This design comes from an exercise in tuning for small area, a short achievable clock period and few clock cycles on the open sky130 flow, not from production work. RTL that was checked went through simulation tests only; none was proved equivalent to the original. No activity file was given, so power comes from the tool's default toggle rates.

Design fb_codec, start of the top module:
module fb_codec (
    input  wire        clk,
    input  wire        rst,           
    input  wire        cmd_valid,
    output wire        cmd_ready,
    input  wire [7:0]  cmd_op,
    input  wire [15:0] cmd_len,
    input  wire [31:0] cmd_arg,
    input  wire [6:0]  req_flags,
    input  wire [63:0] req_addr,
    input  wire [15:0] req_rcount,
    input  wire [15:0] req_cid,
    input  wire [31:0] req_delay,
    input  wire        in_valid,
    output wire        in_ready,
    input  wire [7:0]  in_data,
    output wire        out_valid,
    input  wire        out_ready,
    output wire [7:0]  out_data,
    output wire        res_valid,
    input  wire        res_ready,
    output wire [7:0]  res_code,
    output wire [31:0] res_data
);
Size in the first run: about 1400 cells after synthesis, about 260 I/O pins, about 11000 um2 of cells after synthesis.
export LEC_CHECK = 0
export CAP_MARGIN = 20
export CORE_MARGIN = 2
export CORE_UTILIZATION = 40
export PLACE_DENSITY = 0.6
export SETUP_SLACK_MARGIN = 2.5
export SLEW_MARGIN = 20
create_clock -name core_clock -period 5.0 [get_ports {clk}]
standard.sh (not shown) runs the stock make flow with config.mk's settings and CLKGATE_MAP_FILE= SYNTH_SCRIPT=/design/flow/synth_recipe.tcl, a recipe that flattens the netlist after the stock synthesis.
==> flow/flow/run.sh <==
#!/bin/bash
# Own layout flow: the standard ORFS flow (standard.sh), with two changes:
#  - ports are buffered with sky130_fd_sc_hd__buf_1 instead of the default
#    delay-cell buffer (every port still gets its own buffer);
#  - yosys does not extract half/full adder cells, so ABC maps that logic too.
# Everything else (synthesis script, floorplan, power grid, taps, CTS,
# routing) is the standard flow. Each step's full log stays in orfs/logs/.
set -euo pipefail
export BUFFER_PORTS_ARGS="-buffer_cell sky130_fd_sc_hd__buf_1"
export ADDER_MAP_FILE=
bash standard.sh > flow_make.log 2>&1
Testbench counts at the start, summed over its fixed seeds: cycles 30,555.
Next try:
--- a/flow/design.v
+++ b/flow/design.v
@@ -21,17 +21,16 @@
     input  wire        res_ready,
     output wire [7:0]  res_code,
     output wire [31:0] res_data
 );
     localparam [1:0] M_PACK = 2'd0, M_UNPACK = 2'd1, M_CRC = 2'd2, M_CHECK = 2'd3;
     reg        pv;
     reg        p_zero, p_str, p_hdr, p_pay, p_len1, p_len2, p_f3, p_f4;
     reg [1:0]  p_mode;
-    reg        p_any, p_f14, p_t8, p_t21, p_ill, p_chk0;
     reg [20:0] acc;
     reg [21:0] n;              
     reg        emode;           
     reg        okp, oku;        
     reg [15:0] in_rem;          
     reg        rem0, rem1, rem2;
     reg        ob;              
     reg [1:0]  imode, nmode;    
@@ -281,58 +280,56 @@
     wire z_hdr   = free_n & hl_n & okp_n & (d_pay | slot_n);
     wire cmd_rdy_n = pv_n & (d_zero ? z_zero : d_str ? z_str : z_hdr);
     wire res_pend_n = fin | (res_pend & !D);
     wire res_v_n    = fin_zero | cfin | (res_v & !D) |
                       (!res_v & res_pend & (hacc == 2'd0) & (E | !hout | out_ready));
     reg [22:0] rdata_n;
     reg [2:0]  rcode_n;
     always @* begin
-        rdata_n = rdata;
-        rcode_n = rcode;
-        if (fin_ins) begin
-            rdata_n = {6'd0, oc_i};
-            rcode_n = 3'b000;
-        end else if (cfin) begin
+        if (cfin) begin
             if (cfin_chk) begin
                 rdata_n = {6'd0, crc == cb, crc, cb};
                 rcode_n = (crc == cb) ? 3'b000 : 3'b100;
             end else begin
                 rdata_n = {15'd0, crc_u};
                 rcode_n = 3'b000;
             end
-        end else if (fin_zero) begin
-            rdata_n = {p_t21 ? cmd_arg[20:14] : 7'd0, 1'b0,
-                       p_t21 ? cmd_arg[13:8] : 6'd0, p_t8 & cmd_arg[7],
-                       p_f14 & cmd_arg[8], p_any ? cmd_arg[6:0] : 7'd0};
-            rcode_n = p_ill ? 3'b001 : p_chk0 ? 3'b011 : 3'b000;
+        end else if (cmd_rdy & p_zero) begin
+            rdata_n = {d_t21 ? cmd_arg[20:14] : 7'd0, 1'b0,
+                       d_t21 ? cmd_arg[13:8] : 6'd0, (d_t14 | d_t21) & cmd_arg[7],
+                       d_f14 & cmd_arg[8], (d_t14 | d_f14 | d_t21) ? cmd_arg[6:0] : 7'd0};
+            rcode_n = d_ill ? 3'b001 : (d_check & d_len0) ? 3'b011 : 3'b000;
+        end else begin
+            rdata_n = {6'd0, oc_i};
+            rcode_n = 3'b000;
         end
     end
     wire [1:0] hacc_n = fin_ins ? nb : (E & (hacc != 2'd0)) ? {hacc[1] & hacc[0], !hacc[0]} : hacc;
     wire       hout_n = fin_ins ? (E | (out_v & !out_ready)) :
                         E ? (hacc != 2'd0) : (hout & !out_ready);
     always @(posedge clk) begin
         if (E) out_d <= emode ? acc[7:0] : {1'b0, acc[6:0]};
-        rdata    <= rdata_n;
-        rcode    <= rcode_n;
+        if (!res_pend) begin
+            rdata <= rdata_n;
+            rcode <= rcode_n;
+        end
         hp       <= H ? hnext(hp, p_f3) : hdr ? hp : d_hfirst;
         hbyte    <= H ? rawb(hnext(hp, p_f3)) : hdr ? hbyte : d_hbyte;
         hl       <= hl_n;
         in_rem   <= in_rem_n;
         nmode    <= nmode_n;
         if (T & imode[1]) begin
             crc <= first ? 8'd0 : crc_u;
             cb  <= in_data;
         end
         cfin_chk <= imode[0];
         p_zero <= d_zero;  p_str <= d_str;  p_hdr <= d_hdr;  p_pay <= d_pay;
         p_len1 <= (cmd_len == 16'd1);  p_len2 <= (cmd_len == 16'd2);
         p_f3   <= req_flags[3];  p_f4 <= req_flags[4];  p_mode <= d_mode;
-        p_any  <= d_t14 | d_f14 | d_t21;  p_f14 <= d_f14;  p_t8 <= d_t14 | d_t21;
-        p_t21  <= d_t21;  p_ill <= d_ill;  p_chk0 <= d_check & d_len0;
         if (rst) begin
             pv       <= 1'b0;
             hdr      <= 1'b0;
             acc      <= 21'd0;
             n        <= 22'd1;
             emode    <= 1'b0;
             okp      <= 1'b1;
             oku      <= 1'b1;
Effect: Final area goes down by 3.1%; clock-buffer cell count shrinks by 4; non-clock buffer count came out lower by 11; wire length decreases by 2.6%; die area goes down by 0.55%; synthesized area shrinks by 0.57%; sequential power rose by about 7%; power rises by 41%; final cell count fell by 1.3%.
Function not checked in the second run of this note: the RTL went through the layout flow alone.

* * *

fb_codec, a different RTL version from the one above (not shown whole).
Size: roughly 260 I/O pins, about 11000 µm² of cells after synthesis.
==> flow/config.mk <==
export PLATFORM = sky130hd
export DESIGN_NAME = fb_codec
export DESIGN_NICKNAME = fb_codec
export VERILOG_FILES = /design/flow/design.v
export SDC_FILE = /design/flow/constraint.sdc
export NUM_CORES = 4
export LEC_CHECK = 0
export ABC_AREA = 1
export CAP_MARGIN = 20
export CORE_MARGIN = 2
export CORE_UTILIZATION = 40
export CTS_BUF_LIST = sky130_fd_sc_hd__clkbuf_4 sky130_fd_sc_hd__clkbuf_8
export PLACE_DENSITY = 0.6
export SETUP_SLACK_MARGIN = 2.5
export SLEW_MARGIN = 20
==> flow/constraint.sdc <==
create_clock -name core_clock -period 5.0 [get_ports {clk}]
set_input_delay 1.0000 -clock core_clock [delete_from_list [all_inputs] [get_ports {clk}]]
set_output_delay 1.0000 -clock core_clock [all_outputs]
set_load 0.01 [all_outputs]
Scripts as last shown in full above: flow/flow/run.sh
Testbench counts at the start, summed over its fixed seeds: cycles 30,555.
Edit:
--- a/flow/design.v
+++ b/flow/design.v
@@ -196,23 +196,24 @@
     integer     uk, un;
     always @* begin
         for (uk = 0; uk < 7; uk = uk + 1) begin
             umask[uk] = 1'b0;
             for (un = 1; un < 16; un = un + 1)
                 if ((un % 8) >= 1 && (un % 8) <= 7 - uk) umask[uk] = umask[uk] | n[un];
         end
         if (!lastb) umask = 7'b1111111;
     end
     wire [7:0]  ibyte = hdr ? hbyte : m_u ? {1'b0, in_data[6:0] & umask} : in_data;
-    wire [14:0] oh    = E ? n_m[14:0] : n[14:0];
-    wire [20:0] acc_e = E ? (emode ? (acc >> 8) : (acc >> 7)) : acc;
-    wire [20:0] acc_n = I ? (acc_e | t_put(ibyte, oh)) : acc_e;
+    wire [20:0] acc_s = emode ? (acc >> 8) : (acc >> 7);
+    wire [20:0] acc_0 = I ? (acc | t_put(ibyte, n[14:0])) : acc;
+    wire [20:0] acc_1 = I ? (acc_s | t_put(ibyte, n_m[14:0])) : acc_s;
+    wire [20:0] acc_n = E ? acc_1 : acc_0;
     wire [21:0] ni0   = t_ins(n, ins_u, lastpos);
     wire [21:0] ni1   = t_ins(n_m, ins_u, lastpos);
     wire [21:0] n_n   = I ? (E ? ni1 : ni0) : (E ? n_m : n);
     wire        emode_n = I ? ins_u : emode;
     function t_ce(input [21:0] q, input u);
         begin
             t_ce = u ? |q[21:8] : |q[21:7];
         end
     endfunction
     wire        ce_n  = I ? (E ? t_ce(ni1, ins_u) : t_ce(ni0, ins_u))
Die area grows by 8.9%.
Setup slack improved by 0.034 ns.
Sequential power barely changes.
Design area grows by about 6%.
Global-route usage grows by 2.5 points.
Utilization shrinks by 1.5 points.
Non-clock buffer count shrinks by 10.
No functional check of the RTL was part of the second run of this note.

* * *

Another version of the RTL of fb_codec (not shown whole).
For scale: about 1,400 cells after synthesis, about 170 flip-flops, about 260 I/O pins, roughly 0.011 mm² of cells after synthesis.
==> flow/config.mk <==
export PLATFORM = sky130hd
export DESIGN_NAME = fb_codec
export DESIGN_NICKNAME = fb_codec
export VERILOG_FILES = /design/flow/design.v
export SDC_FILE = /design/flow/constraint.sdc
export NUM_CORES = 4
export LEC_CHECK = 0
export CAP_MARGIN = 20
export CORE_MARGIN = 2
export CORE_UTILIZATION = 40
export PLACE_DENSITY = 0.6
export SETUP_SLACK_MARGIN = 2.0
export SLEW_MARGIN = 20
==> flow/constraint.sdc <==
create_clock -name core_clock -period 5.0 [get_ports {clk}]
set_input_delay 1.0000 -clock core_clock [delete_from_list [all_inputs] [get_ports {clk}]]
set_output_delay 1.0000 -clock core_clock [all_outputs]
set_load 0.01 [all_outputs]
Scripts as last shown in full above: flow/flow/run.sh
The starting point produced a clean layout.
Edit:
--- a/flow/design.v
+++ b/flow/design.v
@@ -137,27 +137,18 @@
                 t_ins[21] = |q[13:7];
             end
             if (u & last) begin
                 t_ins[0]  = q[0];
                 t_ins[8]  = |q[8:1];
                 t_ins[16] = |q[15:9];
             end
         end
     endfunction
-    function [20:0] t_keep(input [21:0] q);
-        integer j, k;
-        begin
-            for (j = 0; j < 21; j = j + 1) begin
-                t_keep[j] = 1'b0;
-                for (k = j + 1; k < 22; k = k + 1) t_keep[j] = t_keep[j] | q[k];
-            end
-        end
-    endfunction
     function [20:0] t_put(input [7:0] b, input [14:0] oh);
         integer j, k;
         begin
             t_put = 21'd0;
             for (j = 0; j < 21; j = j + 1)
                 for (k = 0; k < 8; k = k + 1)
                     if (j - k >= 0 && j - k < 15)
                         t_put[j] = t_put[j] | (b[k] & oh[j - k]);
         end
@@ -195,23 +186,32 @@
     wire lastb  = ob | rem1;                   
     wire m_acc  = !imode[1];                   
     wire m_u    = (imode == M_UNPACK);
     wire ins_u    = !hdr & m_u;
     wire ins_last = hdr ? !p_pay : lastb;      
     wire Ipos     = H | (in_rdy & m_acc);      
     wire I        = H | (T & m_acc);           
     wire lastpos  = hdr ? (hl & !p_pay) : lastb;
     wire [21:0] n_m  = t_em(n, emode);
-    wire [7:0]  ibyte = hdr ? hbyte : m_u ? {1'b0, in_data[6:0]} : in_data;
+    reg  [6:0]  umask;
+    integer     uk, un;
+    always @* begin
+        for (uk = 0; uk < 7; uk = uk + 1) begin
+            umask[uk] = 1'b0;
+            for (un = 1; un < 16; un = un + 1)
+                if ((un % 8) >= 1 && (un % 8) <= 7 - uk) umask[uk] = umask[uk] | n[un];
+        end
+        if (!lastb) umask = 7'b1111111;
+    end
+    wire [7:0]  ibyte = hdr ? hbyte : m_u ? {1'b0, in_data[6:0] & umask} : in_data;
     wire [14:0] oh    = E ? n_m[14:0] : n[14:0];
     wire [20:0] acc_e = E ? (emode ? (acc >> 8) : (acc >> 7)) : acc;
-    wire [20:0] keep  = E ? t_keep(n_m) : t_keep(n);
-    wire [20:0] acc_n = I ? ((acc_e & keep) | t_put(ibyte, oh)) : acc_e;
+    wire [20:0] acc_n = I ? (acc_e | t_put(ibyte, oh)) : acc_e;
     wire [21:0] ni0   = t_ins(n, ins_u, lastpos);
     wire [21:0] ni1   = t_ins(n_m, ins_u, lastpos);
     wire [21:0] n_n   = I ? (E ? ni1 : ni0) : (E ? n_m : n);
     wire        emode_n = I ? ins_u : emode;
     function t_ce(input [21:0] q, input u);
         begin
             t_ce = u ? |q[21:8] : |q[21:7];
         end
     endfunction
@@ -309,19 +309,18 @@
             rdata_n = {6'd0, oc_i};
             rcode_n = 3'b000;
         end
     end
     wire [1:0] hacc_n = fin_ins ? nb : (E & (hacc != 2'd0)) ? {hacc[1] & hacc[0], !hacc[0]} : hacc;
     wire       hout_n = fin_ins ? (E | (out_v & !out_ready)) :
                         E ? (hacc != 2'd0) : (hout & !out_ready);
     always @(posedge clk) begin
         if (E) out_d <= emode ? acc[7:0] : {1'b0, acc[6:0]};
-        acc      <= acc_n;
         if (!res_pend) begin
             rdata <= rdata_n;
             rcode <= rcode_n;
         end
         hp       <= H ? hnext(hp, p_f3) : hdr ? hp : d_hfirst;
         hbyte    <= H ? rawb(hnext(hp, p_f3)) : hdr ? hbyte : d_hbyte;
         hl       <= hl_n;
         in_rem   <= in_rem_n;
         nmode    <= nmode_n;
@@ -330,18 +329,19 @@
             cb  <= in_data;
         end
         cfin_chk <= imode[0];
         p_zero <= d_zero;  p_str <= d_str;  p_hdr <= d_hdr;  p_pay <= d_pay;
         p_len1 <= (cmd_len == 16'd1);  p_len2 <= (cmd_len == 16'd2);
         p_f3   <= req_flags[3];  p_f4 <= req_flags[4];  p_mode <= d_mode;
         if (rst) begin
             pv       <= 1'b0;
             hdr      <= 1'b0;
+            acc      <= 21'd0;
             n        <= 22'd1;
             emode    <= 1'b0;
             ce       <= 1'b0;
             okp      <= 1'b1;
             oku      <= 1'b1;
             rem0     <= 1'b1;
             rem1     <= 1'b0;
             rem2     <= 1'b0;
             ob       <= 1'b0;
@@ -353,18 +353,19 @@
             oc       <= 17'd0;
             out_v    <= 1'b0;
             res_pend <= 1'b0;
             res_v    <= 1'b0;
             hacc     <= 2'd0;
             hout     <= 1'b0;
         end else begin
             pv       <= pv_n;
             hdr      <= hdr_n;
+            acc      <= acc_n;
             n        <= n_n;
             emode    <= emode_n;
             ce       <= ce_n;
             okp      <= okp_n;
             oku      <= oku_n;
             rem0     <= rem0_n;
             rem1     <= rem1_n;
             rem2     <= rem2_n;
             ob       <= ob_n;
The changed run completed without violations.
Cell area fell by 0.88%.
Setup slack improves by 59 ps.
Sequential power is lower by about 3%.
Clock-buffer cell count went up by 1.
Area after synthesis hardly moves.
Critical path depth came out lower by 2.
Core utilization decreases by 1.2 points.
Total power went down by about 5%.
Global-route usage drops by 0.33 points.
Via count goes down by about 1.3%.
Clock skew rises by 8.1 ps.
Die area barely changes.
Testbench counts after the change, summed over its fixed seeds: cycles 30,555.
Function not checked in the first run of this note: the RTL went through the layout flow alone.

==> separate check: timing with driven ports <==
The results above use ideal ports. As a check the final layouts listed here were re-extracted and re-timed, cells and wires unchanged.
Step 1 sets driving cells, clkbuf_16 on the clock port and buf_2 on the other inputs (assumed; they add their load-dependent delay and slew).
Step 2 adds t to the input delays and takes it off the output delays; t is the mean of the earliest and latest rising clock arrival at the registers after step 1. Input paths then give back, and output paths get back, about the clock's delay inside the block.
a / b / c = no drivers / after step 1 / after step 2; a / b = the first two.
| run | shift t [ns] | slack for setup (ns) | hold WS [ns] | worst register clock-pin slew, ns | worst slew at a driven data input, ns |
|---|---|---|---|---|---|
| the first run of note 1 | 0.483 | 2.145 / 2.145 / 1.849 | 0.443 / 0.443 / 0.443 | 0.08 / 0.08 | 0.06 |
| the second run of note 1 | 0.484 | 2.109 / 2.109 / 1.751 | 0.435 / 0.435 / 0.435 | 0.08 / 0.08 | 0.06 |
| the first run of note 2 | 0.502 | 2.559 / 2.559 / 2.076 | 0.429 / 0.429 / 0.429 | 0.11 / 0.11 | 0.07 |
| the second run of note 2 | 0.540 | 2.593 / 2.593 / 2.099 | 0.425 / 0.425 / 0.425 | 0.11 / 0.11 | 0.07 |
| the first run of note 3 | 0.479 | 2.120 / 2.128 / 1.662 | 0.446 / 0.446 / 0.446 | 0.07 / 0.07 | 0.06 |
| the second run of note 3 | 0.482 | 2.179 / 2.179 / 1.748 | 0.438 / 0.438 / 0.438 | 0.08 / 0.08 | 0.07 |
After both steps every run listed still meets setup and hold. For the second run of note 2, which loses most, drivers alone change the setup slack by 0.000 ns; drivers and shift together by -0.494 ns.
